Source: an optimization exercise on an open RTL-to-GDS flow (aim: small area, a short achievable clock period and few clock cycles). Production flows keep margins and buffers that such runs may drop.
At most, simulation tests tie the RTL to the original design; equivalence was not proved.
Only the layout flow was run in runs 6 and 7; the RTL was not checked for function there.
In runs 1, 2 and 4 to 7 the design's own scripts or RTL, not TritonCTS, make the clock network.
No driver is modelled on the clock port, so clock power and skew are understated where the tree is cut down; a real chip needs a root buffer or a tree.
No activity file was given, so power comes from the tool's default toggle rates.

[flow/flow/run.sh]
#!/bin/bash
set -euo pipefail
here=$(pwd)
bash standard.sh "BUFFER_PORTS_ARGS=-buffer_cell sky130_fd_sc_hd__buf_1" \
  "PRE_CTS_TCL=$here/flow/flat_cts.tcl" finish > standard_flow.log 2>&1
[flow/flow/flat_cts.tcl]
set nbuf 3
if {[info exists ::env(CTS_FLAT_BUFS)]} { set nbuf $::env(CTS_FLAT_BUFS) }
set block [ord::get_db_block]
set db [ord::get_db]
set clk_port [lindex [all_clocks] 0]
set clk_name [get_property [lindex [get_property $clk_port sources] 0] name]
set clk_net [$block findNet $clk_name]
set master [$db findMaster sky130_fd_sc_hd__clkbuf_16]

# the clock pins the port drives, sorted by x
set sinks {}
foreach it [$clk_net getITerms] {
  set inst [$it getInst]
  set loc [$inst getLocation]
  lappend sinks [list [lindex $loc 0] [lindex $loc 1] $it]
}
set sinks [lsort -integer -index 0 $sinks]
set n [llength $sinks]
puts "flat_cts: $n clock pins, $nbuf buffers"

for {set k 0} {$k < $nbuf} {incr k} {
  set lo [expr {$k * $n / $nbuf}]
  set hi [expr {($k + 1) * $n / $nbuf - 1}]
  set grp [lrange $sinks $lo $hi]
  set sx 0; set sy 0
  foreach s $grp { incr sx [lindex $s 0]; incr sy [lindex $s 1] }
  set cx [expr {$sx / [llength $grp]}]
  set cy [expr {$sy / [llength $grp]}]
  set buf [odb::dbInst_create $block $master "clkbuf_flat_$k"]
  set net [odb::dbNet_create $block "clknet_flat_$k"]
  $net setSigType CLOCK
  [$buf findITerm A] connect $clk_net
  [$buf findITerm X] connect $net
  foreach s $grp {
    set it [lindex $s 2]
    $it disconnect
    $it connect $net
  }
  $buf setLocation $cx $cy
  $buf setPlacementStatus PLACED
  puts "flat_cts: clkbuf_flat_$k drives [llength $grp] pins from ($cx, $cy)"
}
$clk_net setSigType CLOCK

# TritonCTS is not run: the tree above is the clock tree
proc clock_tree_synthesis {args} { puts "flat_cts: clock_tree_synthesis skipped" }
set_propagated_clock [all_clocks]
[flow/standard.sh]
#!/bin/bash
# synth_recipe.tcl (not shown) runs the flow's synth.tcl, then flattens the netlist and writes it again
# the make line also repeats each setting of config.mk as NAME=value (left out here)
make -C /OpenROAD-flow-scripts/flow DESIGN_CONFIG=/design/flow/config.mk WORK_HOME=/design/flow/orfs CLKGATE_MAP_FILE= SYNTH_SCRIPT=/design/flow/synth_recipe.tcl "${@:-finish}"
[flow/config.mk]
export PLATFORM = sky130hd
export DESIGN_NAME = pyfpga_codec
export DESIGN_NICKNAME = pyfpga_codec
export VERILOG_FILES = /design/flow/design.v
export SDC_FILE = /design/flow/constraint.sdc
export NUM_CORES = 4
export LEC_CHECK = 0
export CAP_MARGIN = 20
export CORE_MARGIN = 2
export CORE_UTILIZATION = 65
export PLACE_DENSITY = 0.75
export SETUP_SLACK_MARGIN = 2.8
export SLEW_MARGIN = 20
export SYNTH_HIERARCHICAL = 1
export SYNTH_MINIMUM_KEEP_SIZE = 0
[flow/constraint.sdc]
create_clock -name core_clock -period 4.5 [get_ports {clk}]
set_input_delay 0.9000 -clock core_clock [delete_from_list [all_inputs] [get_ports {clk}]]
set_output_delay 0.9000 -clock core_clock [all_outputs]
set_load 0.01 [all_outputs]
[flow/design.v]
module pyfpga_codec (
    input  wire        clk,
    input  wire        rst,           
    input  wire        cmd_valid,
    input  wire [49:0] cmd_word,      
    output wire        cmd_ready,
    output wire        rsp_valid,
    output wire [2:0]  rsp_status,
    output wire [31:0] rsp_data,
    output wire        tx_valid,
    output wire [7:0]  tx_data,
    output wire        link_poll,
    input  wire [7:0]  link_avail,
    output wire        rx_pop,
    input  wire [7:0]  rx_byte
);
    reg         ready;        
    reg         txv;          
    reg         poll;         
    reg         pop;          
    reg         rspv;         
    reg  [3:0]  cnt;          
    reg         vphase;       
    reg         plst;         
    reg         rxl;          
    reg         mv;           
    reg  [1:0]  op;
    reg  [12:0] ahi;          
    reg  [2:0]  pa;           
    reg  [31:0] pd;           
    reg  [7:0]  txq;
    reg  [2:0]  st;
    wire        op_ok    = cmd_word[49] | cmd_word[48];
    wire        accept   = cmd_valid & ready & op_ok;
    wire        wvw      = op[1] & op[0] & ~vphase;   
    wire        zd       = ~op[1] | vphase;           
    wire        av_hi0, av_mid0, av_lo0, avail_ok;
    pyfpga_codec_nor3  u_av_hi  (.a(link_avail[7]), .b(link_avail[6]), .c(link_avail[5]), .y(av_hi0));
    pyfpga_codec_nor2  u_av_mid (.a(link_avail[4]), .b(link_avail[3]), .y(av_mid0));
    pyfpga_codec_nand3 u_av_lo  (.a(link_avail[2]), .b(link_avail[1]), .c(link_avail[0]), .y(av_lo0));
    pyfpga_codec_nand3 u_av     (.a(av_hi0), .b(av_mid0), .c(av_lo0), .y(avail_ok));
    wire        tx_last  = (cnt[2:0] == 3'd7);
    wire        rx_last  = (cnt[2:0] == 3'd6);
    wire [2:0]  nidx = cnt[2:0] & {3{txv}};
    reg  [6:0]  nbyte;
    always @(*) begin
        case (nidx)
            3'd0:    nbyte = {1'b0, ahi[12:7]};
            3'd1:    nbyte = ahi[6:0];
            3'd2:    nbyte = zd ? {pa, 4'b0000} : {pa, pd[31:28]};
            default: nbyte = zd ? 7'd0 : {pa, pd[31:28]};
        endcase
    end
    wire        pl_in  = pop & zd;
    wire [6:0]  pl_low = pl_in ? rx_byte[6:0] : {pa, pd[31:28]};
    wire [34:0] pl_sh  = {pd[27:0], pl_low};
    wire [34:0] pl_nx  = ready ? cmd_word[34:0] : pl_sh;
    wire [34:0] pl_d;
    wire        pl_ld  = ready | mv;
    assign pl_d[34:32] = pl_ld ? pl_nx[34:32] : pa;
    genvar i;
    generate
        for (i = 0; i < 32; i = i + 1) begin : g_pl
            pyfpga_codec_mux3 u_next (.q(pd[i]), .sh(pl_sh[i]), .ld(cmd_word[i]),
                                      .mv(pl_ld), .sel_ld(ready), .y(pl_d[i]));
        end
    endgenerate
    wire        bad    = rx_byte[7] ^ cnt[0];      
    wire        err_n  = st[1] | bad;
    wire [6:0]  dx     = rx_byte[6:0] ^ {pa, pd[31:28]};
    wire        cml    = vphase & (cnt[2] | cnt[1]);                
    wire        cmh    = vphase & (cnt[2] | (cnt[1] & cnt[0]));     
    wire        diff   = (cmh & (|dx[6:4])) | (cml & (|dx[3:0]));
    wire [2:0]  st_nx = poll ? {1'b0, ~avail_ok, ~avail_ok} : {(st[2] | diff) & ~err_n, err_n, 1'b0};
    wire        rb_ok    = rxl & wvw & ~st[1] & ~rx_byte[7];    
    wire        finish   = (plst & ~avail_ok) | (rxl & ~rb_ok);
    always @(posedge clk) begin
        if (rst) begin
            ready <= 1'b1;
            txv   <= 1'b0;
            poll  <= 1'b0;
            pop   <= 1'b0;
            rspv  <= 1'b0;
            plst  <= 1'b0;
            rxl   <= 1'b0;
        end else begin
            ready <= ready ? ~accept : finish;
            txv   <= accept | (txv & ~tx_last) | rb_ok;
            poll  <= (txv & tx_last) | (poll & ~plst & ~avail_ok);
            pop   <= (poll & avail_ok) | (pop & ~rx_last);
            rspv  <= finish;
            plst  <= poll & (cnt == 4'd8);
            rxl   <= pop & (cnt[2:0] == 3'd5);
        end
    end
    always @(posedge clk) begin
        if (ready | (pop & rx_last))
            cnt <= 4'd1;
        else if ((txv & tx_last) | (poll & avail_ok))
            cnt <= 4'd0;
        else
            cnt <= cnt + 4'd1;
        mv   <= (txv | pop) & (cnt[2:0] >= 3'd1) & (cnt[2:0] <= 3'd5);
        if (ready)
            vphase <= 1'b0;
        else if (rb_ok)
            vphase <= 1'b1;
        pa <= pl_d[34:32];
        pd <= pl_d[31:0];
        if (ready) begin
            op  <= cmd_word[49:48];
            ahi <= cmd_word[47:35];
            txq <= {1'b0, cmd_word[49], cmd_word[47:42]};
        end else begin
            txq <= {nidx[0], nbyte};
        end
        st <= st_nx;
    end
    assign cmd_ready  = ready;
    assign rsp_valid  = rspv;
    assign rsp_status = st;
    assign rsp_data   = pd;
    assign tx_valid   = txv;
    assign tx_data    = txq;
    assign link_poll  = poll;
    assign rx_pop     = pop;
endmodule
module pyfpga_codec_nor2 (input wire a, input wire b, output wire y);
    assign y = ~(a | b);
endmodule
module pyfpga_codec_nor3 (input wire a, input wire b, input wire c, output wire y);
    assign y = ~(a | b | c);
endmodule
module pyfpga_codec_nand3 (input wire a, input wire b, input wire c, output wire y);
    assign y = ~(a & b & c);
endmodule
module pyfpga_codec_mux3 (
    input  wire q,        
    input  wire sh,       
    input  wire ld,       
    input  wire mv,       
    input  wire sel_ld,   
    output wire y
);
    assign y = mv ? (sel_ld ? ld : sh) : q;
endmodule
==> key figures, run 1 <==
Die
  • Core area: about 4700 µm²
  • Starting density of the core: between 60% and 70%
  • Die W: around 73 µm
  • I/O pins: approximately 120
  • Cell Rows: 25
  • Die ar.: roughly 5300 µm²
  • Die height: 73.0 µm

Power
  • Power Total: between 0.001 and 0.0015 W
  • Clk pwr share: a little under a fifth
  • Switching Fraction: 28.3%
  • Maximum vdd drop: around 0.53 mV
  • PD cells: approximately 390 nW/µm²
  • Design internal power: about 0.0011 W
  • Comb pwr share: around 23%
  • Seq pwr share: 58.0%
  • Psw: 0.000419 W
  • Static Leak: 1.56 nW

Critical path
  • Crit path max fanout: 4
  • Setup Crit Path Kind: in -> reg
  • Crit path largest cell delay: between 0.2 and 0.25 ns
  • Worst-path cell chain: buf_1 > nor3_2 > nand3_2 > nand2_2 > and3_4 > and2_1
  • Critical Path Start Type: input port
  • Critical Path End Type: flop
  • Crit path arrival time: roughly 1.8 ns
  • Req. time, crit path: between 4 and 5 ns
  • Slowest CP cell: nor3_2

Yosys
  • Prevailing post-synth register cell: dfxtp_1
  • Register area share after synthesis: between 50% and 60%
  • Syn Nets: 363
  • Syn_area_per_cell: about 11 µm²
  • Synthesized cell area: 3100 µm²
  • Synth warn: 7
  • Ys async rst share: 0%
  • Number of synthesized register bits: 74
  • Post-synth EDFFs: 18
  • Yosys cell types: 37
  • Cell count after synthesis: about 290

Cells and area
  • Core Util, Final: about four fifths
  • Non-Filler Instances: 463
  • Most frequent cells in the layout: buf_1, a21oi_1, dfxtp_1
  • Area grow syn2layout: 21.4%
  • Most common cell after layout, fill and taps aside: buf_1
  • Layout cells sized above 1: under 10%
  • N_diodes: 0
  • Final #Nets: 486

Placement
  • Inst Count DP: 453
  • Pre-CTS setup slack: about 2.4 ns
  • GP Congestion: 0.781
  • HPWL after DPL: 4520 µm
  • Buffers on Ports: 116

Routing
  • Initial DRC count: around 110
  • DRT Pass-1 Iters: 4
  • Via count: 2538
  • Routed wire length per instance: approximately 15 µm
  • Avg Vias per Cell: 5.48
  • Routed Antenna Nets: 0
  • # DRC: 0
  • Final WL: between 6000 and 7000 µm

STA
  • Max Freq: 587 MHz
  • Min cycle time layout: roughly 1.7 ns
  • Max-Slew Margin vs Limit: between 50% and 60%
  • RSZ-0062 raised after global routing: yes
  • Fin Setup TNS: 0 ns
  • Worst-Margin Slew: roughly 0.69 ns
  • Hold Vio Cnt, Final: 0
  • Worst Setup Slack, final: ~2.8 ns
  • Final setup viols: 0
  • Layout Skew: about 0.0076 ns
  • Fin crit share: 37.8%
  • Slew Limit Fails: 0

Clock tree
  • CTS clk-pin slew, worst paths: 0.09 ns
  • Later-pin clock latency in the skew report: 0.15 ns
  • Hold Buf Count CTS: 0

GRT
  • Initial antenna violation count: 0
  • GRT Util Overall: approximately a quarter
  • Vias in the first global route: 2316
  • First-pass GRT wire length: between 10000 and 15000 µm
  • Grt ovf: 0
  • Largest net degree at the start of global routing: approximately 70

Job
  • Max_cap viols: 0

Min path
  • Worst Hold Class: reg -> reg

Outcome
  • Status: no timing/DRC/antenna violations
==> power by group through the flow <==
stage,clock (W),combinational [W],sequential [W]
finish,0.000277,0.000344,0.000858
global route,0.000306,0.000380,0.000871
CTS,0.000284,0.000335,0.000862
detailed placement,0,0.000300,0.000897
global placement,0,0.000289,0.000893
floorplan,0,0.000169,0.000908
==> path summary, 6_finish.rpt <==
path / slack, ns / start / cells after the start / endpoint
worst max-delay path: 2.80 / link_avail[6] / 6 / cnt[3]
worst min-delay path: 0.50 / cnt[3] / 2 / plst
worst min register to register: 0.50 / cnt[3] / 2 / plst
worst max register to register: 2.92 / vphase / 5 / pd[6]
==> Yosys stat by module (local to each module, per instance) <==
| module | times used | cell area (µm²) | cells | flip-flops and latches |
|---|---|---|---|---|
| pyfpga_codec | 1 | 2470 | 188 | 74 |
| pyfpga_codec_mux3 | 32 | 18.8 | 3 | 0 |
| pyfpga_codec_nand3 | 2 | 5.00 | 1 | 0 |
| pyfpga_codec_nor2 | 1 | 3.75 | 1 | 0 |
| pyfpga_codec_nor3 | 1 | 10.0 | 1 | 0 |
==> state kept, by name (all words and copies together) (netlist names), 2 cells and up <==
| register | flops |
|---|---|
| ahi | 13 |
| cnt | 4 |
| op | 2 |
| pa | 3 |
| pd | 32 |
| st | 3 |
| txq | 8 |
==> timing repair <==
action | 4_1_cts | 5_1_grt
pin swaps | 0 | 2
gates resized for setup | 2 | 10
setup endpoints to repair | 37 | 26
setup buffers | 3 | 4
==> layout make-up <==
cell class | instances | area, µm²
Sequential cell | 74 | 1670
Multi-Input combinational cell | 196 | 1380
Fill cell | 308 | 898
Timing Repair Buffer | 124 | 524
Buffer | 3 | 75.1
Tap cell | 54 | 67.6
Inverter | 12 | 45.0
==> cell families (layout without fill, tap and decap cells) <==
kind of cell	count (synthesis)	after routing	share of synthesized area (%)
flops	74	74	53.6
simple gates	71	71	11.1
compound gates	67	67	13.3
mux	42	42	14.0
buf+inv	18	139	2.79
xor+xnor	10	10	2.83
fa+ha+maj	6	6	2.42
==> cell usage after synthesis (4+ instances only) <==
cell       n  area [µm²]
edfxtp_1  18         541
nor2b_1    4        25.0
xnor2_1    9        78.8
mux2i_1   32         320
ha_1       6        75.1
dfxtp_1   56        1120
inv_1     12        45.0
a221o_1    6        60.1
nor2_1    40         150
nand2_1    6        22.5
a21oi_1   51         255
mux2_2    10         113
==> metal layers <==
layer	wire [µm]	global-route usage [%]	vias to the layer above
met5	0	0	-
met4	138	4.12	0
met3	381	1.93	12
met2	3360	43.1	93
met1	2910	31.7	1152
li1	-	-	1281
==> critical path: cells and delay by family <==
family / cells / cell delay (ns)
buffers and inverters: 1 / 0.08
and+or+nand+nor: 5 / 0.82
==> stage by stage <==
step	hold WS (ns)	area (µm²)
after floorplan	0.460	3110
after global placement	0.474	3570
after detailed placement	0.485	3570
after CTS	0.503	3700
after global routing	0.520	3760
final	0.502	3760
Testbench counts, summed over its fixed seeds: cycles 68,159.
==> inputs of run 2 (changes only) <==
--- a/flow/config.mk
+++ b/flow/config.mk
@@ -11,3 +11,3 @@
 export PLACE_DENSITY = 0.75
-export SETUP_SLACK_MARGIN = 2.8
+export SETUP_SLACK_MARGIN = 2.95
 export SLEW_MARGIN = 20
==> key figures, run 2 <==
Outcome
  • Status: no timing/DRC/antenna violations

Critical path
  • Worst reg2reg path depth: 3 (-2)
  • Critical Path Start Type: input port
  • Reg-to-Reg Start: ready
  • Crit path arrival time: 1.73 ns (-0.08 ns)
  • Setup Crit Path Kind: in -> reg
  • Reg-to-reg slack, setup: 2.97 ns (+0.05 ns)
  • Req. time, crit path: 4.54 ns (-0.07 ns)
  • Critical Path End Type: flop
  • FF-to-FF End: pa[1]
  • Crit path max fanout: 2 (-2)

Die
  • Starting density of the core: 66.5% (unchanged)
  • Cell Rows: 25 (unchanged)
  • Die ar.: 5330 µm² (unchanged)
  • Die height: 73.0 µm (unchanged)
  • Core area: 4660 µm² (unchanged)
  • Die W: 73.0 µm (unchanged)
  • I/O pins: 117 (unchanged)

Cells and area
  • Top flop regs: pd x32, ahi x13, txq x8
  • Most common cell after layout, fill and taps aside: buf_1
  • Final #Nets: 500 (+2.9%)
  • Layout cells sized above 1: 32.9% (+24 points)
  • Max reg flops: 32 (unchanged)
  • Filler instances: 216 (-30%)
  • Area grow syn2layout: 33.6%
  • Most frequent cells in the layout: buf_1, a21oi_1, nor2_1
  • N_diodes: 0 (unchanged)
  • Biggest register: pd

STA
  • Slew Limit Fails: 0 (unchanged)
  • Fin Setup TNS: 0 ns (unchanged)
  • Worst Hold Slack: 0.496 ns (-0.00624 ns)
  • Final setup viols: 0 (unchanged)
  • Layout Skew: 0.0104 ns (+0.00276 ns)
  • Worst-Margin Slew: 0.642 ns (-0.0496 ns)
  • Fin crit share: 37.3% (-0.49 points)
  • Hold Vio Cnt, Final: 0 (unchanged)
  • Max-Slew Margin vs Limit: 57.2% (+3.3 points)
  • Min cycle time layout: 1.68 ns (-0.0219 ns)
  • RSZ-0062 raised after global routing: yes
  • Max Freq: 595 MHz (+1.3%)

Min path
  • Hold wc startpoint: pd[18]
  • Hold endpoint: pd[18]
  • Hold Path Cell Cnt: 2 (unchanged)
  • Worst Hold Class: reg -> reg

GRT
  • Met2 capacity usage during global routing: 44.0% (+0.90 points)
  • Initial antenna violation count: 0 (unchanged)
  • GRT Util Overall: 24.0% (+0.15 points)
  • Most Used Layer, Global Route: met2
  • Met3 Track Usage GR: 2.62% (+0.69 points)
  • Vias in the first global route: 2378 (+2.7%)
  • Largest net degree at the start of global routing: 68 (unchanged)
  • Grt ovf: 0 (unchanged)
  • GR Util met1: 30.6% (-1.1 points)
  • First-pass GRT wire length: 10400 µm (+1.1%)

Yosys
  • Syn_area_per_cell: 10.8 µm² (unchanged)
  • Prevailing post-synth register cell: dfxtp_1
  • Synth warn: 7 (unchanged)
  • Syn Nets: 363 (unchanged)
  • Ranking of synthesized cells by area: dfxtp_1, edfxtp_1, mux2i_1
  • Top-count cell post-synth: dfxtp_1
  • Synthesized cell area: 3100 µm² (unchanged)
  • Share of the synthesized area in the top cell type: 36.2% (unchanged)
  • Number of synthesized register bits: 74 (unchanged)
  • Register area share after synthesis: 53.6% (unchanged)
  • Most area-hungry cell type in the Yosys netlist: dfxtp_1
  • Synth cell count leaders: dfxtp_1, a21oi_1, nor2_1
  • Yosys cell types: 37 (unchanged)
  • Cell count after synthesis: 288 (unchanged)
  • Ys async rst share: 0% (unchanged)
  • Post-synth EDFFs: 18 (unchanged)

Job
  • Max_cap viols: 0 (unchanged)

Placement
  • HPWL after DPL: 4680 µm (+3.5%)
  • Buffers on Ports: 116 (unchanged)
  • GP Congestion: 0.746 (-4.4%)

Power
  • Power Total: 0.00159 W (+7.6%)
  • PD cells: 385 nW/µm² (-2.2%)
  • Maximum vdd drop: 0.466 mV (-13%)
  • Static Leak: 1.81 nW (+16%)

Routing
  • # DRC: 0 (unchanged)
  • Final WL: 8000 µm (+18%)
  • Via count: 2742 (+8.0%)
  • Avg Vias per Cell: 5.75 (+4.9%)
  • Routed wire length per instance: 16.8 µm (+14%)
  • Routed Antenna Nets: 0 (unchanged)
  • DRT Pass-1 Iters: 4 (unchanged)
  • Initial DRC count: 146 (+35%)

Clock tree
  • Later-pin clock latency in the skew report: 0.16 ns (about the same)
  • CTS clk-pin slew, worst paths: 0.09 ns (about the same)
-- run 2: cell counts after synthesis --
Identical to the previous run, type by type.
-- run 2: cell type report --
| type | instances | area (µm²) | share of cell area (%) |
|---|---|---|---|
| buffer | 3 | 75.1 | 1.81 |
| timing repair buffer | 137 | 802 | 19.4 |
| inverter | 12 | 45.0 | 1.09 |
| tap | 54 | 67.6 | 1.63 |
| sequential | 74 | 1730 | 41.9 |
| multi-input combinational | 197 | 1420 | 34.2 |
-- run 2: worst max-delay path by stage --
| stage | from | to | cells past startpoint |
|---|---|---|---|
| after floorplan | ready | pa[0] | 2 |
| after global placement | ready | pa[1] | 2 |
| after detailed placement | rx_byte[3] | st[2] | 5 |
| after CTS | ready | cmd_ready | 1 |
| after global routing | link_avail[6] | cnt[1] | 6 |
| final | rx_byte[3] | st[2] | 5 |
-- run 2: routing by layer --
| metal | vias up | share of wire [%] | routed length, µm |
|---|---|---|---|
| li1 | 1305 | - | - |
| met1 | 1286 | 40 | 3210 |
| met2 | 127 | 52 | 4120 |
| met3 | 24 | 5.7 | 454 |
| met4 | 0 | 2.6 | 209 |
| met5 | - | 0 | 0 |
-- run 2: worst max-delay path, stage by stage --
cell and delay (ns):
buf_6 0.10, xnor2_2 0.17, nand4_1 0.19, a311oi_2 0.29, nor2b_1 0.07
-- run 2: cell families (layout without fill, tap and decap cells) --
logic type                 Yosys count  after routing  synth area share, %
adders and majority gates            6              6                 2.42
xor gates and xnor gates            10             10                 2.83
AOI/OAI and AO/OA                   67             67                 13.3
buffers and inverters               18            152                 2.79
and+or+nand+nor                     71             72                 11.1
DFF                                 74             74                 53.6
muxes                               42             42                 14.0
-- run 2: what timing repair did --
action	in CTS	in global routing
cloned	0	1
endpoints found under the hold margin	0	0
gates resized for setup	82	53
endpoints found under the setup margin	83	73
pin swaps	3	2
buffers inserted	13	6
hold buffers	0	0
-- run 2: per-module statistics from Yosys, one instance, submodules excluded --
module              cells  copies in the design
pyfpga_codec_nand3      1                     2
pyfpga_codec_nor2       1                     1
pyfpga_codec          188                     1
pyfpga_codec_mux3       3                    32
pyfpga_codec_nor3       1                     1
-- run 2: where the power goes --
group	internal [W]	total, W	switching (W)	leakage, nW
combinational	0.000225	0.000439	0.000214	1.12
clock	0.000122	0.000279	0.000157	0.0370
sequential	0.000797	0.000874	0.0000778	0.654
total	0.00114	0.00159	0.000449	1.81
-- run 2: through the flow --
step	setup slack (ns)	instance area, µm²	utilization (%)	cells
2_1_floorplan	2.70	3110	-	288
3_3_place_gp	2.71	3580	76.8	454
3_5_place_dp	2.64	3580	76.8	454
4_1_cts	2.88	3900	83.8	470
5_1_grt	2.79	4140	88.8	477
6_report	2.82	4140	88.8	477
==> inputs of run 3 (changes only) <==
--- a/flow/config.mk
+++ b/flow/config.mk
@@ -11,3 +11,3 @@
 export PLACE_DENSITY = 0.75
-export SETUP_SLACK_MARGIN = 2.95
+export SETUP_SLACK_MARGIN = 3.05
 export SLEW_MARGIN = 20
==> key figures, run 3 <==
Outcome
  • Status: did not finish
  • Failed at: 5_1_grt
  • First error: [ERROR DPL-0038] Utilization greater than 100%, impossible to legalize

Yosys
  • Synthesized cell area: 3100 µm² (unchanged)
  • Ys async rst share: 0% (unchanged)
  • Main combinational cell family by area after synthesis: multiplexers
  • Synth cell count leaders: dfxtp_1, a21oi_1, nor2_1
  • Ranking of synthesized cells by area: dfxtp_1, edfxtp_1, mux2i_1
  • Top-count cell post-synth: dfxtp_1
  • Number of synthesized register bits: 74 (unchanged)
  • Syn_area_per_cell: 10.8 µm² (unchanged)
  • Yosys cell types: 37 (unchanged)
  • Synth warn: 7 (unchanged)
  • XOR/XNOR Fraction of Synth Area: 2.83% (unchanged)
  • Multiplexer share of the synthesized area: 14.0% (unchanged)
  • Post-synth EDFFs: 18 (unchanged)
  • Syn Nets: 363 (unchanged)
  • Prevailing post-synth register cell: dfxtp_1
  • Share of the synthesized area in the top cell type: 36.2% (unchanged)
  • Register area share after synthesis: 53.6% (unchanged)
  • Post-Synth Simple-Gate Area: 11.1% (unchanged)
  • Synth Area in Compound Gates: 13.3% (unchanged)
  • Most area-hungry cell type in the Yosys netlist: dfxtp_1
  • Synth Area in Adders: 2.42% (unchanged)
  • Cell count after synthesis: 288 (unchanged)

Die
  • Die height: 73.0 µm (unchanged)
  • Cell Rows: 25 (unchanged)
  • Starting density of the core: 66.5% (unchanged)
  • I/O pins: 117 (unchanged)
  • Die W: 73.0 µm (unchanged)

STA
  • Crit. endpoint post-GRT repair: cnt[2]$_SDFF_PP0_/D
  • WEP type: register data pin

Placement
  • GP Congestion: 0.808 (+8.3%)
  • Buffers on Ports: 116 (unchanged)
  • HPWL after DPL: 4400 µm (-5.9%)
  • Placed inst area: 3600 µm² (+0.42%)

Clock tree
  • Hold Buf Count CTS: 0 (unchanged)

GRT
  • Largest net degree at the start of global routing: just under 70
[run 3: cell counts after synthesis]
Identical to the previous run, type by type.
[run 3: what timing repair did]
action,in CTS
endpoints found under the setup margin,104
resized for setup,144
pin swaps,6
setup buffers,38
[run 3: kinds of logic after synthesis]
| group | Yosys count |
|---|---|
| and+or+nand+nor | 71 |
| buffers and inverters | 18 |
| AOI/OAI and AO/OA | 67 |
| adders and majority gates | 6 |
| muxes | 42 |
| DFF | 74 |
| xor gates and xnor gates | 10 |
[run 3: metrics by stage]
stage,hold WS (ns),std cells,worst slack (ns),utilization (%),total power [W]
after floorplan,0.460,288,2.70,-,0.00108
after global placement,0.473,453,2.41,77.2,0.00119
after detailed placement,0.480,453,2.40,77.2,0.00120
after CTS,0.494,494,2.82,94.5,0.00170
[run 3: worst max path at each step]
stage | slack [ns] | end | cells past startpoint | start
2_1_floorplan | 2.70 | pa[0] | 2 | ready
3_3_place_gp | 2.41 | cmd_ready | 1 | ready
3_5_place_dp | 2.40 | cmd_ready | 1 | ready
4_1_cts | 2.82 | st[2] | 5 | rx_byte[3]
[run 3: per-module statistics from Yosys (local to each module, per instance)]
| module | cell area (µm²) | cells |
|---|---|---|
| pyfpga_codec_nand3 | 5.00 | 1 |
| pyfpga_codec_nor2 | 3.75 | 1 |
| pyfpga_codec_nor3 | 10.0 | 1 |
| pyfpga_codec | 2470 | 188 |
| pyfpga_codec_mux3 | 18.8 | 3 |
[run 3: power by group through the flow]
stage	sequential [W]	clock, W	combinational [W]
global placement	0.000893	0	0.000295
floorplan	0.000910	0	0.000173
detailed placement	0.000898	0	0.000304
CTS	0.000865	0.000285	0.000548
==> inputs of run 4 (changes only) <==
--- a/flow/config.mk
+++ b/flow/config.mk
@@ -11,3 +11,3 @@
 export PLACE_DENSITY = 0.75
-export SETUP_SLACK_MARGIN = 3.05
+export SETUP_SLACK_MARGIN = 2.72
 export SLEW_MARGIN = 20
==> key figures, run 4 <==
Outcome
  • Status: no timing/DRC/antenna violations

Yosys
  • Most area-hungry cell type in the Yosys netlist: dfxtp_1
  • Main combinational cell family by area after synthesis: multiplexers
  • Synthesized cell area: 3100 µm² (unchanged)
  • Yosys cell types: 37 (unchanged)
  • Post-synth EDFFs: 18 (unchanged)
  • Synth Area in Adders: 2.42% (unchanged)
  • Synth Area in Compound Gates: 13.3% (unchanged)
  • Synth cell count leaders: dfxtp_1, a21oi_1, nor2_1
  • Register area share after synthesis: 53.6% (unchanged)
  • Multiplexer share of the synthesized area: 14.0% (unchanged)
  • Syn Nets: 363 (unchanged)
  • XOR/XNOR Fraction of Synth Area: 2.83% (unchanged)
  • Prevailing post-synth register cell: dfxtp_1
  • Top-count cell post-synth: dfxtp_1
  • Ys async rst share: 0% (unchanged)
  • Post-Synth Simple-Gate Area: 11.1% (unchanged)
  • Cell count after synthesis: 288 (unchanged)
  • Synth warn: 7 (unchanged)
  • Share of the synthesized area in the top cell type: 36.2% (unchanged)
  • Ranking of synthesized cells by area: dfxtp_1, edfxtp_1, mux2i_1
  • Number of synthesized register bits: 74 (unchanged)
  • Syn_area_per_cell: 10.8 µm² (unchanged)

Placement
  • Buffers on Ports: 116 (unchanged)
  • HPWL after DPL: 4520 µm (+2.7%)
  • Inst Count DP: 453 (unchanged)
  • GP Congestion: 0.781 (-3.4%)

Job
  • Max_cap viols: 0

Critical path
  • Crit path max fanout: 4
  • Setup Crit Path Kind: in -> reg
  • Reg-to-reg slack, setup: between 2 and 3 ns
  • Crit path arrival time: about 1.8 ns
  • FF-to-FF End: pd[2]
  • CP endpoint: cnt[3]
  • Reg-to-Reg Start: vphase
  • Critical Path End Type: flop
  • Critical Path Start Type: input port
  • Req. time, crit path: roughly 4.6 ns
  • Worst Setup SP: link_avail[6]
  • Worst reg2reg path depth: 5

Routing
  • Initial DRC count: about 120
  • Avg Vias per Cell: 5.42
  • # DRC: 0
  • Final WL: 6630 µm
  • Routed wire length per instance: around 14 µm
  • Routed Antenna Nets: 0
  • DRT Pass-1 Iters: 4
  • Via count: about 2500

Power
  • Clk pwr share: about a fifth
  • Comb pwr share: between 20% and 30%
  • PD cells: 396 nW/µm²
  • Static Leak: about 1.5 nW
  • Switching Fraction: between 20% and 30%
  • Design internal power: approximately 0.0011 W
  • Psw: ~0.00042 W
  • Seq pwr share: between 50% and 60%
  • Maximum vdd drop: 0.534 mV

Cells and area
  • N_diodes: 0
  • Max reg flops: 32
  • Final #Nets: around 480
  • Top flop regs: pd x32, ahi x13, txq x8
  • Layout cells sized above 1: between 6 and 7%
  • Biggest register: pd
  • Area grow syn2layout: 19.9%
  • Most common cell after layout, fill and taps aside: buf_1
  • Non-Filler Instances: between 400 and 500
  • Most frequent cells in the layout: buf_1, dfxtp_1, a21oi_1

STA
  • Layout Skew: around 0.0076 ns
  • Fin crit share: 38.3%
  • Max Freq: between 500 and 600 MHz
  • Hold Vio Cnt, Final: 0
  • Max-Slew Margin vs Limit: 54.7%
  • RSZ-0062 raised after global routing: no
  • Min cycle time layout: 1.72 ns
  • Final setup viols: 0
  • Fin Setup TNS: 0 ns
  • Worst-Margin Slew: 0.679 ns
  • Slew Limit Fails: 0

Clock tree
  • Later-pin clock latency in the skew report: roughly 0.15 ns
  • CTS clk-pin slew, worst paths: 0.09 ns

Die
  • Cell Rows: 25 (unchanged)
  • Starting density of the core: 66.5% (unchanged)
  • I/O pins: 117 (unchanged)
  • Core area: between 4000 and 5000 µm²
  • Die height: 73.0 µm (unchanged)
  • Die ar.: ~5300 µm²
  • Die W: 73.0 µm (unchanged)

Min path
  • Worst Hold Class: reg -> reg
  • Hold wc startpoint: cnt[3]

GRT
  • Initial antenna violation count: 0
  • Grt ovf: 0
  • First-pass GRT wire length: 10300 µm
  • Vias in the first global route: 2316
  • GRT Util Overall: 23.9%
  • Largest net degree at the start of global routing: 68
[run 4: cell counts after synthesis]
Identical to the previous run, type by type.
[run 4: final cells by class]
type	instances	area [µm²]
inverters	12	45.0
flip-flops and latches	74	1670
plain buffers	3	75.1
fillers	322	947
multi-input cells	196	1360
well taps	54	67.6
repair buffers	120	494
[run 4: logic make-up (layout without fill, tap and decap cells)]
group,count (synthesis),count (layout)
muxes,42,42
AOI/OAI and AO/OA,67,67
buffers and inverters,18,135
DFF,74,74
and+or+nand+nor,71,71
xor gates and xnor gates,10,10
adders and majority gates,6,6
[run 4: how the worst min path moves through the flow]
| stage | to | slack [ns] | depth (start not counted) |
|---|---|---|---|
| 3_5_place_dp | plst | 0.48 | 2 |
| 2_1_floorplan | vphase | 0.46 | 2 |
| 3_3_place_gp | plst | 0.47 | 2 |
| 6_report | plst | 0.50 | 2 |
| 5_1_grt | pd[27] | 0.52 | 2 |
| 4_1_cts | plst | 0.50 | 2 |
[run 4: power by group through the flow]
stage / clock (W) / combinational [W] / sequential, W
final: 0.000278 / 0.000332 / 0.000861
after global routing: 0.000306 / 0.000370 / 0.000875
after CTS: 0.000284 / 0.000335 / 0.000862
after detailed placement: 0 / 0.000300 / 0.000897
after global placement: 0 / 0.000289 / 0.000893
after floorplan: 0 / 0.000169 / 0.000908
[run 4: modules after synthesis, one instance, submodules excluded]
module,cells inside,cell area [µm²],copies in the design,flops+latches
pyfpga_codec_nand3,1,5.00,2,0
pyfpga_codec_nor3,1,10.0,1,0
pyfpga_codec_nor2,1,3.75,1,0
pyfpga_codec_mux3,3,18.8,32,0
pyfpga_codec,188,2470,1,74
[run 4: layer usage]
layer  up-vias  part of all wire [%]  track usage, %
met5         -                     0               0
met4         0                   2.1            4.12
met3        12                   5.3            1.93
met2        89                    50            43.1
met1      1116                    43            31.7
li1       1272                     -               -
[run 4: repair_timing]
item,CTS,global route
endpoints found under the setup margin,37,14
hold buffers,0,0
resized for setup,1,4
buffers inserted,3,0
hold endpoints to repair,0,0
[run 4: worst max-delay path, stage by stage]
cell and delay, ns:
buf_1 0.09, nor3_2 0.24, nand3_2 0.15, nand2_1 0.11
and3_1 0.20, and2_1 0.14
[run 4: through the flow]
stage	hold slack, ns	power [W]	area, µm²	setup slack [ns]	utilization [%]
final	0.504	0.00147	3710	2.78	79.7
after global routing	0.520	0.00155	3710	2.68	79.7
after CTS	0.503	0.00148	3700	2.74	79.4
after detailed placement	0.485	0.00120	3570	2.40	76.7
after global placement	0.474	0.00118	3570	2.40	76.7
after floorplan	0.460	0.00108	3110	2.70	-
==> inputs of run 5 (changes only) <==
--- a/flow/config.mk
+++ b/flow/config.mk
@@ -11,3 +11,3 @@
 export PLACE_DENSITY = 0.75
-export SETUP_SLACK_MARGIN = 2.72
+export SETUP_SLACK_MARGIN = 2.88
 export SLEW_MARGIN = 20
==> key figures, run 5 <==
Outcome
  • Status: no timing/DRC/antenna violations

Yosys
  • Number of synthesized register bits: 74 (unchanged)
  • Register area share after synthesis: 53.6% (unchanged)
  • Synth warn: 7 (unchanged)
  • Prevailing post-synth register cell: dfxtp_1
  • Yosys cell types: 37 (unchanged)
  • Ys async rst share: 0% (unchanged)
  • Post-synth EDFFs: 18 (unchanged)
  • Synthesized cell area: 3100 µm² (unchanged)
  • Synth cell count leaders: dfxtp_1, a21oi_1, nor2_1
  • Most area-hungry cell type in the Yosys netlist: dfxtp_1
  • Cell count after synthesis: 288 (unchanged)
  • Share of the synthesized area in the top cell type: 36.2% (unchanged)
  • Top-count cell post-synth: dfxtp_1
  • Ranking of synthesized cells by area: dfxtp_1, edfxtp_1, mux2i_1
  • Syn_area_per_cell: 10.8 µm² (unchanged)
  • Syn Nets: 363 (unchanged)

Routing
  • Avg Vias per Cell: 5.37 (-0.90%)
  • Initial DRC count: 122 (+4.3%)
  • Routed Antenna Nets: 0 (unchanged)
  • Routed wire length per instance: 14.2 µm (-1.8%)
  • # DRC: 0 (unchanged)
  • DRT Pass-1 Iters: 4 (unchanged)
  • Via count: 2488 (-0.040%)
  • Final WL: 6570 µm (-0.92%)

STA
  • Fin Setup TNS: 0 ns (unchanged)
  • RSZ-0062 raised after global routing: yes
  • Max Freq: 614 MHz (+5.8%)
  • Max-Slew Margin vs Limit: 53.7% (-1.1 points)
  • Worst Hold Slack: 0.497 ns (-0.00709 ns)
  • Final setup viols: 0 (unchanged)
  • Hold Vio Cnt, Final: 0 (unchanged)
  • Layout Skew: 0.00591 ns (-0.00169 ns)
  • Worst-Margin Slew: 0.695 ns (+0.0159 ns)
  • Min cycle time layout: 1.63 ns (-0.0944 ns)
  • Slew Limit Fails: 0 (unchanged)
  • Fin crit share: 36.2% (-2.1 points)

Critical path
  • Setup Crit Path Kind: in -> reg
  • Worst-path cell chain: buf_1 > nor3_2 > nand3_2 > nand2_2 > and3_4 > and2_1
  • Crit path buf inv count: 1 (unchanged)
  • Critical Path End Type: flop
  • Crit path largest cell delay: 0.20 ns (-0.04 ns)
  • Top delay family on crit path: simple AND/OR/NAND/NOR gates
  • FF-to-FF End: st[2]
  • Critical Path Start Type: input port
  • Slowest CP cell: nor3_2
  • Reg-to-Reg Start: cnt[1]
  • Crit path arrival time: 1.74 ns (-0.09 ns)
  • Reg-to-reg slack, setup: 2.97 ns (+0.11 ns)
  • Req. time, crit path: 4.61 ns (about the same)
  • Worst reg2reg path depth: 6 (+1)
  • Crit path max fanout: 4 (unchanged)

GRT
  • Initial antenna violation count: 0 (unchanged)
  • Grt ovf: 0 (unchanged)
  • First-pass GRT wire length: 10100 µm (-1.7%)
  • Largest net degree at the start of global routing: 68 (unchanged)
  • Vias in the first global route: 2186 (-5.6%)
  • GRT Util Overall: 23.4% (-0.50 points)

Power
  • Static Leak: 1.61 nW (+4.6%)
  • PD cells: 391 nW/µm² (-1.5%)
  • Maximum vdd drop: 0.464 mV (-13%)

Cells and area
  • Area grow syn2layout: 22.9%
  • Layout cells sized above 1: 14.4% (+7.8 points)
  • Max reg flops: 32 (unchanged)
  • Core Util, Final: 81.7% (+2.0 points)
  • Most frequent cells in the layout: buf_1, a21oi_1, dfxtp_1
  • Top flop regs: pd x32, ahi x13, txq x8
  • Biggest register: pd
  • Final #Nets: 486 (+0.83%)
  • N_diodes: 0 (unchanged)
  • Most common cell after layout, fill and taps aside: buf_1
  • Filler instances: 308 (-4.3%)

Die
  • Die ar.: 5330 µm² (unchanged)
  • Starting density of the core: 66.5% (unchanged)
  • Die height: 73.0 µm (unchanged)
  • Cell Rows: 25 (unchanged)
  • Core area: 4660 µm² (unchanged)
  • I/O pins: 117 (unchanged)
  • Die W: 73.0 µm (unchanged)

Placement
  • Buffers on Ports: 116 (unchanged)
  • GP Congestion: 0.778 (-0.33%)
  • HPWL after DPL: 4170 µm (-7.7%)

Min path
  • Hold wc startpoint: poll
  • Hold endpoint: st[1]
  • Worst Hold Class: reg -> reg
  • Hold Path Cell Cnt: 1 (-1)

Clock tree
  • Later-pin clock latency in the skew report: 0.15 ns (about the same)
  • CTS clk-pin slew, worst paths: 0.09 ns (about the same)

Job
  • Max_cap viols: 0 (unchanged)
==> run 5: cell counts after synthesis <==
Identical to the previous run, type by type.
==> run 5: how the worst max path moves through the flow <==
| stage | startpoint | to | slack [ns] | cells after the start |
|---|---|---|---|---|
| finish | link_avail[6] | cnt[2] | 2.87 | 6 |
| global route | rx_byte[3] | st[2] | 2.80 | 5 |
| CTS | op[1] | pd[6] | 2.81 | 5 |
| detailed placement | ready | pa[2] | 2.39 | 1 |
| global placement | ready | cmd_ready | 2.41 | 1 |
| floorplan | ready | pa[0] | 2.70 | 2 |
==> run 5: where the power goes <==
group / internal [W] / total (W) / switching (W)
clock network: 0.000122 / 0.000278 / 0.000156
registers: 0.000783 / 0.000856 / 0.0000728
logic: 0.000162 / 0.000352 / 0.000190
total: 0.00107 / 0.00149 / 0.000420
==> run 5: Yosys stat by module, one instance, submodules excluded <==
module              flops+latches  copies in the design  cells inside  cell area [µm²]
pyfpga_codec                   74                     1           188             2470
pyfpga_codec_nor2               0                     1             1             3.75
pyfpga_codec_mux3               0                    32             3             18.8
pyfpga_codec_nand3              0                     2             1             5.00
pyfpga_codec_nor3               0                     1             1             10.0
==> run 5: what timing repair did <==
action,CTS,global route
gates resized for setup,12,26
hold buffers,0,0
pin swaps,2,4
buffers inserted,6,1
endpoints found under the setup margin,50,32
cloned,0,0
==> run 5: cell type report <==
class / count / area [µm²] / area share [%]
Sequential cell: 74 / 1690 / 44.3
Multi-Input combinational cell: 196 / 1390 / 36.5
Timing Repair Buffer: 124 / 543 / 14.3
Buffer: 3 / 75.1 / 1.97
Tap cell: 54 / 67.6 / 1.77
Inverter: 12 / 45.0 / 1.18
==> run 5: kinds of logic (layout without fill, tap and decap cells) <==
logic type / count (synthesis) / in the layout / share of synthesized area, %
DFF: 74 / 74 / 53.6
and+or+nand+nor: 71 / 71 / 11.1
AOI/OAI and AO/OA: 67 / 67 / 13.3
muxes: 42 / 42 / 14.0
buffers and inverters: 18 / 139 / 2.79
xor gates and xnor gates: 10 / 10 / 2.83
adders and majority gates: 6 / 6 / 2.42
==> run 5: worst reg2reg max path, stage by stage (launching register included) <==
cell and delay [ns]:
dfxtp_1 0.53, ha_1 0.25, inv_1 0.05, ha_1 0.17
a311oi_1 0.28, a311oi_1 0.09, nor2b_1 0.11
==> run 5: through the flow <==
step	area, µm²	power, W	std cells	setup slack (ns)
after floorplan	3110	0.00108	288	2.70
after global placement	3570	0.00118	453	2.41
after detailed placement	3570	0.00119	453	2.39
after CTS	3750	0.00149	462	2.81
after global routing	3810	0.00156	463	2.80
final	3810	0.00149	463	2.87
==> run 5: metal layers <==
metal	global-route usage (%)	wire, µm
met1	32.7	2900
met2	40.5	3140
met3	2.62	440
met4	2.47	79
met5	0	0
==> inputs of run 6 (changes only) <==
--- a/flow/design.v
+++ b/flow/design.v
@@ -56,11 +56,11 @@
     wire [34:0] pl_sh  = {pd[27:0], pl_low};
-    wire [34:0] pl_nx  = ready ? cmd_word[34:0] : pl_sh;
+    wire [34:0] pl_q   = {pa, pd};
     wire [34:0] pl_d;
-    wire        pl_ld  = ready | mv;
-    assign pl_d[34:32] = pl_ld ? pl_nx[34:32] : pa;
+    wire        pl_hold  = ~ready & ~mv;
+    wire        pl_shift = ~ready & mv;
     genvar i;
     generate
-        for (i = 0; i < 32; i = i + 1) begin : g_pl
-            pyfpga_codec_mux3 u_next (.q(pd[i]), .sh(pl_sh[i]), .ld(cmd_word[i]),
-                                      .mv(pl_ld), .sel_ld(ready), .y(pl_d[i]));
+        for (i = 0; i < 35; i = i + 1) begin : g_pl
+            pyfpga_codec_sel3 u_next (.q(pl_q[i]), .sh(pl_sh[i]), .ld(cmd_word[i]),
+                                      .h(pl_hold), .s(pl_shift), .l(ready), .y(pl_d[i]));
         end
@@ -136,3 +136,3 @@
 endmodule
-module pyfpga_codec_mux3 (
+module pyfpga_codec_sel3 (
     input  wire q,        
@@ -140,7 +140,8 @@
     input  wire ld,       
-    input  wire mv,       
-    input  wire sel_ld,   
+    input  wire h,
+    input  wire s,
+    input  wire l,
     output wire y
 );
-    assign y = mv ? (sel_ld ? ld : sh) : q;
+    assign y = (q & h) | (sh & s) | (ld & l);
 endmodule
==> key figures, run 6 <==
Outcome
  • Status: no timing/DRC/antenna violations

Placement
  • HPWL after DPL: 4570 µm (+9.5%)
  • GP Congestion: 0.819 (+5.2%)
  • Pre-CTS setup slack: 2.55 ns (+0.155 ns)
  • Buffers on Ports: 116 (unchanged)

Routing
  • Via count: 2621 (+5.3%)
  • # DRC: 0 (unchanged)
  • Final WL: 7150 µm (+8.9%)
  • Avg Vias per Cell: 5.90 (+9.9%)
  • DRT Pass-1 Iters: 9 (+5)
  • Routed wire length per instance: 16.1 µm (+14%)
  • Routed Antenna Nets: 0 (unchanged)
  • Initial DRC count: 298 (+140%)

Yosys
  • Prevailing post-synth register cell: dfxtp_1
  • Ranking of synthesized cells by area: dfxtp_1, edfxtp_1, a222oi_1
  • Number of synthesized register bits: 74 (unchanged)
  • Register area share after synthesis: 55.5% (+1.9 points)
  • Syn Nets: 346 (-4.7%)
  • Synthesized cell area: 2940 µm² (-5.1%)
  • Cell count after synthesis: 271 (-5.9%)
  • Share of the synthesized area in the top cell type: 40.2% (+4.0 points)
  • Most area-hungry cell type in the Yosys netlist: dfxtp_1
  • Syn_area_per_cell: 10.8 µm² (+0.86%)
  • Post-synth EDFFs: 15 (-3)
  • Synth cell count leaders: dfxtp_1, inv_1, a222oi_1
  • Top-count cell post-synth: dfxtp_1
  • Synth warn: 7 (unchanged)
  • Ys async rst share: 0% (unchanged)
  • Yosys cell types: 37 (unchanged)

Critical path
  • Critical Path Start Type: input port
  • Worst-path cell chain: buf_1 > xor2_1 > nor4_1 > nor3_1 > o31a_1
  • Crit path max fanout: 2 (-2)
  • Setup Crit Path Kind: in -> reg
  • Req. time, crit path: 4.56 ns (-0.05 ns)
  • Reg-to-Reg Start: cnt[2]
  • Slowest CP cell: nor4_1
  • Crit path largest cell delay: 0.28 ns (+0.08 ns)
  • Critical Path End Type: flop
  • Worst reg2reg path depth: 4 (-2)
  • Top delay family on crit path: simple AND/OR/NAND/NOR gates
  • FF-to-FF End: txq[5]
  • Reg-to-reg slack, setup: 2.87 ns (-0.10 ns)
  • Crit path buf inv count: 1 (unchanged)
  • Crit path arrival time: 1.75 ns (about the same)

Die
  • Core area: 4350 µm² (-6.6%)
  • Die ar.: 5080 µm² (-4.8%)
  • Die W: 71.3 µm (-2.4%)
  • Starting density of the core: 67.5% (+1.1 points)
  • Cell Rows: 24 (-4.0%)
  • Die height: 71.3 µm (-2.4%)
  • I/O pins: 117 (unchanged)

Power
  • Psw: 0.000389 W (-7.4%)
  • Clk pwr share: 20.1% (+1.4 points)
  • Seq pwr share: 58.5% (+0.9 points)
  • PD cells: 381 nW/µm² (-2.3%)
  • Comb pwr share: 21.4% (-2.3 points)
  • Static Leak: 1.52 nW (-5.4%)
  • Design internal power: 0.00102 W (-4.9%)
  • Switching Fraction: 27.7% (-0.54 points)
  • Maximum vdd drop: 0.471 mV (+1.4%)
  • Power Total: 0.00140 W (-5.6%)

STA
  • Layout Skew: 0.0104 ns (+0.00449 ns)
  • Fin crit share: 37.6% (+1.4 points)
  • Max Freq: 590 MHz (-3.8%)
  • Final setup viols: 0 (unchanged)
  • Slew Limit Fails: 0 (unchanged)
  • Min cycle time layout: 1.69 ns (+0.0640 ns)
  • Worst-Margin Slew: 0.785 ns (+0.0905 ns)
  • Fin Setup TNS: 0 ns (unchanged)
  • RSZ-0062 raised after global routing: yes
  • Worst Setup Slack, final: 2.81 ns (-0.0640 ns)
  • Max-Slew Margin vs Limit: 47.5% (-6.2 points)
  • Hold Vio Cnt, Final: 0 (unchanged)

Cells and area
  • Most common cell after layout, fill and taps aside: buf_1
  • Most frequent cells in the layout: buf_1, dfxtp_1, inv_1
  • Biggest register: pd
  • Top flop regs: pd x32, ahi x13, txq x8
  • Filler instances: 271 (-12%)
  • Max reg flops: 32 (unchanged)
  • Area grow syn2layout: 25.2%
  • Layout cells sized above 1: 14.3% (-0.14 points)
  • N_diodes: 0 (unchanged)
  • Core Util, Final: 84.5% (+2.8 points)
  • Final #Nets: 469 (-3.5%)

GRT
  • GR Util met1: 37.0% (+4.2 points)
  • GRT Util Overall: 27.2% (+3.8 points)
  • Met2 capacity usage during global routing: 47.9% (+7.4 points)
  • Largest net degree at the start of global routing: 37 (-46%)
  • Grt ovf: 0 (unchanged)
  • Most Used Layer, Global Route: met2
  • Initial antenna violation count: 0 (unchanged)
  • First-pass GRT wire length: 11400 µm (+13%)
  • Vias in the first global route: 2463 (+13%)
  • Met3 Track Usage GR: 3.94% (+1.3 points)

Clock tree
  • Later-pin clock latency in the skew report: 0.16 ns (about the same)
  • CTS clk-pin slew, worst paths: 0.10 ns (about the same)
  • Hold Buf Count CTS: 0 (unchanged)

Min path
  • Hold endpoint: pd[7]
  • Worst Hold Class: reg -> reg
  • Hold wc startpoint: pd[0]
  • Hold Path Cell Cnt: 2 (+1)

Job
  • Max_cap viols: 0 (unchanged)
run 6: cell count changes after synthesis, sizes merged, moves of 4 or more:
cell / before / now
a21oi: 51 / 17
nor2b: 4 / 10
a221o: 6 / 0
mux2i: 32 / 0
nor2: 40 / 11
xor2: 1 / 5
inv: 12 / 41
and3: 2 / 9
o21ai: 1 / 7
xnor2: 9 / 4
a222oi: 0 / 35
clkbuf: 0 / 4
run 6: final cells by class:
cell class	instances	area [µm²]	share of cell area, %
Timing Repair Buffer	125	546	14.8
Sequential cell	74	1660	45.1
Multi-Input combinational cell	149	1180	32.1
Inverter	41	154	4.18
Buffer	3	75.1	2.04
Tap cell	52	65.1	1.77
run 6: metrics by stage:
| step | std cells | cell area, µm² | hold WS, ns |
|---|---|---|---|
| 6_report | 444 | 3680 | 0.491 |
| 4_1_cts | 441 | 3590 | 0.493 |
| 2_1_floorplan | 271 | 2960 | 0.461 |
| 3_5_place_dp | 432 | 3420 | 0.471 |
| 5_1_grt | 444 | 3680 | 0.510 |
| 3_3_place_gp | 432 | 3420 | 0.469 |
run 6: power groups by stage:
stage / clock network [W] / registers (W) / logic [W]
floorplan: 0 / 0.000855 / 0.000141
global placement: 0 / 0.000852 / 0.000237
detailed placement: 0 / 0.000855 / 0.000244
CTS: 0.000284 / 0.000819 / 0.000286
global route: 0.000302 / 0.000832 / 0.000332
finish: 0.000282 / 0.000821 / 0.000301
run 6: per-layer routing:
layer,vias up,wire length (µm)
met5,-,0
met4,0,65
met3,6,653
met2,135,3560
met1,1229,2870
li1,1251,-
run 6: what timing repair did:
item	4_1_cts	5_1_grt
endpoints found under the hold margin	0	0
gates cloned	0	0
setup endpoints to repair	48	32
gates resized for setup	17	28
buffers inserted	6	3
pin swaps	0	11
run 6: logic make-up after synthesis:
| kind of cell | after synthesis | synth area share (%) |
|---|---|---|
| AOI/OAI and AO/OA | 69 | 19.2 |
| xor gates and xnor gates | 9 | 2.68 |
| adders and majority gates | 6 | 2.55 |
| buffers and inverters | 48 | 6.68 |
| DFF | 74 | 55.5 |
| muxes | 7 | 2.68 |
| and+or+nand+nor | 58 | 10.7 |
run 6: worst min-delay path, delay by kind of cell (launching register included):
kind | cells | cell delay [ns]
buffers and inverters | 1 | 0.05
DFF | 1 | 0.36
AOI/OAI and AO/OA | 1 | 0.06
run 6: worst max path at each step:
stage	endpoint	cells past startpoint	start
detailed placement	cmd_ready	1	ready
floorplan	st[2]	4	rx_byte[1]
global placement	cmd_ready	1	ready
CTS	st[2]	5	rx_byte[3]
finish	st[2]	5	rx_byte[2]
global route	st[2]	5	rx_byte[2]
run 6: modules after synthesis (local to each module, per instance):
module,cells inside,cell area [µm²],flip-flops and latches,copies in the design
pyfpga_codec_nor2,1,3.75,0,1
pyfpga_codec_nand3,1,5.00,0,2
pyfpga_codec,197,2430,74,1
pyfpga_codec_nor3,1,10.0,0,1
pyfpga_codec_sel3,2,13.8,0,35
==> inputs of run 7 (changes only) <==
--- a/flow/config.mk
+++ b/flow/config.mk
@@ -11,3 +11,3 @@
 export PLACE_DENSITY = 0.75
-export SETUP_SLACK_MARGIN = 2.88
+export SETUP_SLACK_MARGIN = 2.8
 export SLEW_MARGIN = 20
==> key figures, run 7 <==
Outcome
  • Status: no timing/DRC/antenna violations

GRT
  • Grt ovf: 0 (unchanged)
  • GRT Util Overall: 26.4% (-0.81 points)
  • Vias in the first global route: 2377 (-3.5%)
  • Initial antenna violation count: 0 (unchanged)
  • First-pass GRT wire length: 11000 µm (-3.7%)
  • Largest net degree at the start of global routing: 37 (unchanged)

Die
  • Die ar.: 5080 µm² (unchanged)
  • I/O pins: 117 (unchanged)
  • Die W: 71.3 µm (unchanged)
  • Core area: 4350 µm² (unchanged)
  • Die height: 71.3 µm (unchanged)
  • Starting density of the core: 67.5% (unchanged)
  • Cell Rows: 24 (unchanged)

Routing
  • Via count: 2627 (+0.23%)
  • Initial DRC count: 367 (+23%)
  • # DRC: 0 (unchanged)
  • DRT Pass-1 Iters: 9 (unchanged)
  • Final WL: 7200 µm (+0.69%)
  • Routed Antenna Nets: 0 (unchanged)
  • Avg Vias per Cell: 5.96 (+0.91%)
  • Routed wire length per instance: 16.3 µm (+1.4%)

Critical path
  • Crit path max fanout: 6 (+4)
  • Setup Crit Path Kind: reg -> out
  • Top delay family on crit path: flip-flops
  • Req. time, crit path: 3.60 ns (-0.96 ns)
  • Worst-path cell chain: buf_1
  • Reg-to-reg slack, setup: 2.92 ns (+0.05 ns)
  • Reg-to-Reg Start: op[1]
  • Crit path largest cell delay: 0.44 ns (+0.16 ns)
  • Critical Path Start Type: flop
  • Worst reg2reg path depth: 5 (+1)
  • Slowest CP cell: dfxtp_1
  • FF-to-FF End: pd[5]
  • Critical Path End Type: output port
  • Crit path arrival time: 0.77 ns (-0.98 ns)
  • Crit path buf inv count: 1 (unchanged)

Cells and area
  • Final #Nets: 466 (-0.64%)
  • Fin area: 3610 µm² (-1.9%)
  • Max reg flops: 32 (unchanged)
  • Most frequent cells in the layout: buf_1, dfxtp_1, inv_1
  • N_diodes: 0 (unchanged)
  • Top flop regs: pd x32, ahi x13, txq x8
  • Layout cells sized above 1: 7.97% (-6.3 points)
  • Area grow syn2layout: 22.8%
  • Core Util, Final: 82.9% (-1.6 points)
  • Filler instances: 271 (unchanged)
  • Most common cell after layout, fill and taps aside: buf_1
  • Biggest register: pd

Placement
  • Buffers on Ports: 116 (unchanged)
  • Placed inst area: 3420 µm² (about the same)
  • HPWL after DPL: 4780 µm (+4.8%)
  • GP Congestion: 0.772 (-5.7%)

STA
  • Max Freq: 599 MHz (+1.5%)
  • RSZ-0062 raised after global routing: yes
  • Worst-Margin Slew: 0.748 ns (-0.0377 ns)
  • Layout Skew: 0.00838 ns (-0.00203 ns)
  • Fin crit share: 37.1% (-0.56 points)
  • Hold Vio Cnt, Final: 0 (unchanged)
  • Final setup viols: 0 (unchanged)
  • Max-Slew Margin vs Limit: 50.0% (+2.5 points)
  • Fin Setup TNS: 0 ns (unchanged)
  • Slew Limit Fails: 0 (unchanged)
  • Min cycle time layout: 1.67 ns (-0.0250 ns)

Yosys
  • Register area share after synthesis: 55.5% (unchanged)
  • Synth warn: 7 (unchanged)
  • Syn_area_per_cell: 10.8 µm² (unchanged)
  • Number of synthesized register bits: 74 (unchanged)
  • Prevailing post-synth register cell: dfxtp_1
  • Synthesized cell area: 2940 µm² (unchanged)
  • Cell count after synthesis: 271 (unchanged)
  • Post-synth EDFFs: 15 (unchanged)
  • Ys async rst share: 0% (unchanged)
  • Yosys cell types: 37 (unchanged)
  • Top-count cell post-synth: dfxtp_1
  • Ranking of synthesized cells by area: dfxtp_1, edfxtp_1, a222oi_1
  • Syn Nets: 346 (unchanged)
  • Most area-hungry cell type in the Yosys netlist: dfxtp_1
  • Share of the synthesized area in the top cell type: 40.2% (unchanged)
  • Synth cell count leaders: dfxtp_1, inv_1, a222oi_1

Min path
  • Worst Hold Class: reg -> reg
  • Hold endpoint: pd[19]
  • Hold Path Cell Cnt: 2 (unchanged)
  • Hold wc startpoint: pd[12]

Power
  • Maximum vdd drop: 0.495 mV (+5.2%)
  • Clk pwr share: 20.3% (+0.2 points)
  • Comb pwr share: 20.7% (-0.7 points)
  • PD cells: 387 nW/µm² (+1.4%)
  • Psw: 0.000390 W (+0.45%)
  • Seq pwr share: 59.0% (+0.5 points)
  • Switching Fraction: 28.0% (+0.27 points)
  • Static Leak: 1.46 nW (-4.3%)
  • Design internal power: 0.00101 W (-0.90%)

Clock tree
  • CTS clk-pin slew, worst paths: 0.09 ns (about the same)
  • Hold Buf Count CTS: 0 (unchanged)
  • Later-pin clock latency in the skew report: 0.16 ns (about the same)

Job
  • Max_cap viols: 0 (unchanged)
==> run 7: per-module statistics from Yosys (local to each module, per instance) <==
module	flip-flops and latches	cells	area, µm²	times used
pyfpga_codec	74	197	2430	1
pyfpga_codec_nor2	0	1	3.75	1
pyfpga_codec_sel3	0	2	13.8	35
pyfpga_codec_nor3	0	1	10.0	1
pyfpga_codec_nand3	0	1	5.00	2
==> run 7: how the worst max path moves through the flow <==
stage	from	end	depth (start not counted)
6_report	poll	link_poll	1
5_1_grt	rx_byte[1]	st[2]	5
3_3_place_gp	ready	cmd_ready	1
4_1_cts	ready	cmd_ready	1
2_1_floorplan	ready	pa[0]	4
3_5_place_dp	ready	cmd_ready	1
==> run 7: cells by family after synthesis <==
kind of cell               Yosys count  synth area share (%)
AOI/OAI and AO/OA                   69                  19.2
buffers and inverters               48                  6.68
xor gates and xnor gates             9                  2.68
adders and majority gates            6                  2.55
DFF                                 74                  55.5
and+or+nand+nor                     58                  10.7
muxes                                7                  2.68
==> run 7: repair_timing <==
action | 4_1_cts | 5_1_grt
gates resized for setup | 3 | 15
buffers inserted | 2 | 3
hold endpoints to repair | 0 | 0
pin swaps | 1 | 3
setup endpoints to repair | 38 | 20
==> run 7: layout make-up <==
cell class	count	area, µm²	area share (%)
inverter	41	154	4.26
timing repair buffer	122	507	14.0
buffer	3	75.1	2.08
sequential	74	1650	45.6
multi-input combinational	149	1160	32.2
tap	52	65.1	1.80
==> run 7: power groups by stage <==
stage / registers [W] / clock network [W] / logic (W)
2_1_floorplan: 0.000855 / 0 / 0.000140
3_3_place_gp: 0.000851 / 0 / 0.000236
3_5_place_dp: 0.000855 / 0 / 0.000247
4_1_cts: 0.000828 / 0.000282 / 0.000271
5_1_grt: 0.000835 / 0.000301 / 0.000318
6_report: 0.000824 / 0.000283 / 0.000290
==> run 7: routing by layer <==
metal	part of all wire [%]	global-route usage, %	up-vias
met5	0	0	-
met3	9.0	3.38	14
met2	50	45.4	155
li1	-	-	1250
met1	39	36.5	1208
met4	1.6	4.61	0
==> run 7: stage by stage <==
stage | total power, W | cells | worst slack (ns) | hold slack, ns
after floorplan | 0.000995 | 271 | 2.81 | 0.461
after global placement | 0.00109 | 433 | 2.56 | 0.467
after detailed placement | 0.00110 | 433 | 2.55 | 0.476
after CTS | 0.00138 | 438 | 2.71 | 0.495
after global routing | 0.00145 | 441 | 2.74 | 0.519
final | 0.00140 | 441 | 2.83 | 0.494
==> inputs of run 8 (changes only) <==
--- a/flow/design.v
+++ b/flow/design.v
@@ -41,2 +41,4 @@
     pyfpga_codec_nand3 u_av     (.a(av_hi0), .b(av_mid0), .c(av_lo0), .y(avail_ok));
+    wire [3:0]  cnt_inc  = {cnt[3] ^ (cnt[2] & cnt[1] & cnt[0]), cnt[2] ^ (cnt[1] & cnt[0]),
+                            cnt[1] ^ cnt[0], ~cnt[0]};
     wire        tx_last  = (cnt[2:0] == 3'd7);
@@ -61,2 +63,9 @@
     genvar i;
+    wire [14:0] cmd_d;
+    generate
+        for (i = 0; i < 15; i = i + 1) begin : g_cmd
+            pyfpga_codec_sel2 u_next (.q(i < 13 ? ahi[i] : op[i - 13]), .ld(cmd_word[i + 35]),
+                                      .h(~ready), .l(ready), .y(cmd_d[i]));
+        end
+    endgenerate
     generate
@@ -101,3 +110,3 @@
         else
-            cnt <= cnt + 4'd1;
+            cnt <= cnt_inc;
         mv   <= (txv | pop) & (cnt[2:0] >= 3'd1) & (cnt[2:0] <= 3'd5);
@@ -109,9 +118,8 @@
         pd <= pl_d[31:0];
-        if (ready) begin
-            op  <= cmd_word[49:48];
-            ahi <= cmd_word[47:35];
+        op  <= cmd_d[14:13];
+        ahi <= cmd_d[12:0];
+        if (ready)
             txq <= {1'b0, cmd_word[49], cmd_word[47:42]};
-        end else begin
+        else
             txq <= {nidx[0], nbyte};
-        end
         st <= st_nx;
@@ -136,2 +144,5 @@
 endmodule
+module pyfpga_codec_sel2 (input wire q, input wire ld, input wire h, input wire l, output wire y);
+    assign y = (q & h) | (ld & l);
+endmodule
 module pyfpga_codec_sel3 (
--- a/flow/config.mk
+++ b/flow/config.mk
@@ -9,5 +9,5 @@
 export CORE_MARGIN = 2
-export CORE_UTILIZATION = 65
-export PLACE_DENSITY = 0.75
-export SETUP_SLACK_MARGIN = 2.8
+export CORE_UTILIZATION = 72
+export PLACE_DENSITY = 0.8
+export SETUP_SLACK_MARGIN = 2.88
 export SLEW_MARGIN = 20
==> key figures, run 8 <==
STA
  • WEP type: register data pin
  • Crit. endpoint post-GRT repair: rspv$_SDFF_PP0_/D

Placement
  • HPWL after DPL: 5320 µm (+11%)
  • Buffers on Ports: 116 (unchanged)
  • GP Congestion: 0.829 (+7.4%)

GRT
  • Largest net degree at the start of global routing: 36

Yosys
  • Most area-hungry cell type in the Yosys netlist: dfxtp_1
  • Register area share after synthesis: 51.6% (-3.9 points)
  • Synthesized cell area: 2870 µm² (-2.3%)
  • Share of the synthesized area in the top cell type: 51.6% (+11 points)
  • Number of synthesized register bits: 74 (unchanged)
  • Cell count after synthesis: 268 (-1.1%)
  • Synth warn: 7 (unchanged)
  • Ranking of synthesized cells by area: dfxtp_1, a222oi_1, inv_1
  • Yosys cell types: 37 (unchanged)
  • Syn Nets: 343 (-0.87%)
  • Ys async rst share: 0% (unchanged)
  • Syn_area_per_cell: 10.7 µm² (-1.2%)
  • Synth cell count leaders: dfxtp_1, inv_1, a222oi_1
  • Top-count cell post-synth: dfxtp_1
  • Prevailing post-synth register cell: dfxtp_1
  • Post-synth EDFFs: 0 (-15)

Die
  • I/O pins: 117 (unchanged)
  • Die height: 67.2 µm (-5.8%)
  • Cell Rows: 22 (-8.3%)
  • Die W: 67.2 µm (-5.8%)
  • Starting density of the core: 76.7% (+9.2 points)

Outcome
  • Failed at: 5_1_grt
  • Status: did not finish
  • First error: [ERROR DPL-0038] Utilization greater than 100%, impossible to legalize
==> run 8: cell types whose count changed after synthesis, moves of 6 or more <==
| cell | delta |
|---|---|
| a22o_1 | +15 |
| dfxtp_1 | +15 |
| edfxtp_1 | -15 |
| a21oi_1 | -10 |
| and3_1 | -7 |
| mux2_1 | -7 |
| mux2_2 | +7 |
| a2bb2oi_1 | +6 |
| o21ai_1 | -6 |
==> run 8: modules after synthesis (local to each module, per instance) <==
module	area [µm²]	times used	cells	flops+latches
pyfpga_codec	2230	1	179	74
pyfpga_codec_nand3	5.00	2	1	0
pyfpga_codec_nor3	10.0	1	1	0
pyfpga_codec_nor2	3.75	1	1	0
pyfpga_codec_sel2	8.76	15	1	0
pyfpga_codec_sel3	13.8	35	2	0
==> run 8: kinds of logic after synthesis <==
logic type | share of synthesized area (%)
XOR/XNOR | 3.05
AO/OA/AOI/OAI | 24.9
flip-flops | 51.6
multiplexers | 2.75
buffers and inverters | 6.36
adder cells (fa/ha/maj) | 2.61
AND/OR/NAND/NOR | 8.76
==> run 8: power groups by stage <==
stage	logic, W	registers (W)	clock network [W]
global placement	0.000254	0.000836	0
CTS	0.000314	0.000813	0.000280
floorplan	0.000153	0.000841	0
detailed placement	0.000270	0.000840	0
==> run 8: timing repair <==
| action | in CTS |
|---|---|
| hold buffers | 0 |
| setup buffers | 7 |
| endpoints found under the setup margin | 74 |
| pin swaps | 3 |
| gates resized for setup | 22 |
==> run 8: stage by stage <==
step | setup slack [ns] | utilization, % | cell area [µm²] | hold WS [ns] | cells
detailed placement | 2.60 | 89.8 | 3360 | 0.470 | 428
global placement | 2.59 | 89.8 | 3360 | 0.463 | 428
floorplan | 2.89 | - | 2890 | 0.448 | 268
CTS | 2.83 | 95.1 | 3560 | 0.499 | 438
==> run 8: how the worst max path moves through the flow <==
stage                  start   endpoint  slack [ns]
4_1_cts                  txv   tx_valid        2.83
3_3_place_gp           ready  cmd_ready        2.59
3_5_place_dp           ready  cmd_ready        2.60
2_1_floorplan  link_avail[6]     cnt[1]        2.89
Testbench counts of run 8, summed over its fixed seeds: cycles 68,159.

separate check: timing with driven ports:
In the flow no input, the clock included, has a driving cell. The finished layouts below were timed again as built, in two steps.
Step 1 assumes that a clkbuf_16 drives the clock port and a buf_2 every other input.
Step 2 adds t to the input delays and takes it off the output delays; t is the mean of the earliest and latest rising clock arrival at the registers after step 1. Input paths then give back, and output paths get back, about the clock's delay inside the block.
a / b / c = no drivers / after step 1 / after step 2; a / b = the first two.
run	shift t [ns]	setup slack, ns	cell pins on the clock port's net
run 1	0.208	2.798 / 2.779 / 2.620	3
run 2	0.210	2.819 / 2.840 / 2.629	3
run 4	0.208	2.776 / 2.729 / 2.595	3
run 5	0.209	2.870 / 2.853 / 2.696	3
run 6	0.213	2.806 / 2.806 / 2.629	3
run 7	0.211	2.831 / 2.775 / 2.652	3
After both steps every run listed still meets setup and hold. For run 2, which loses most, drivers alone change the setup slack by +0.021 ns; drivers and shift together by -0.190 ns.
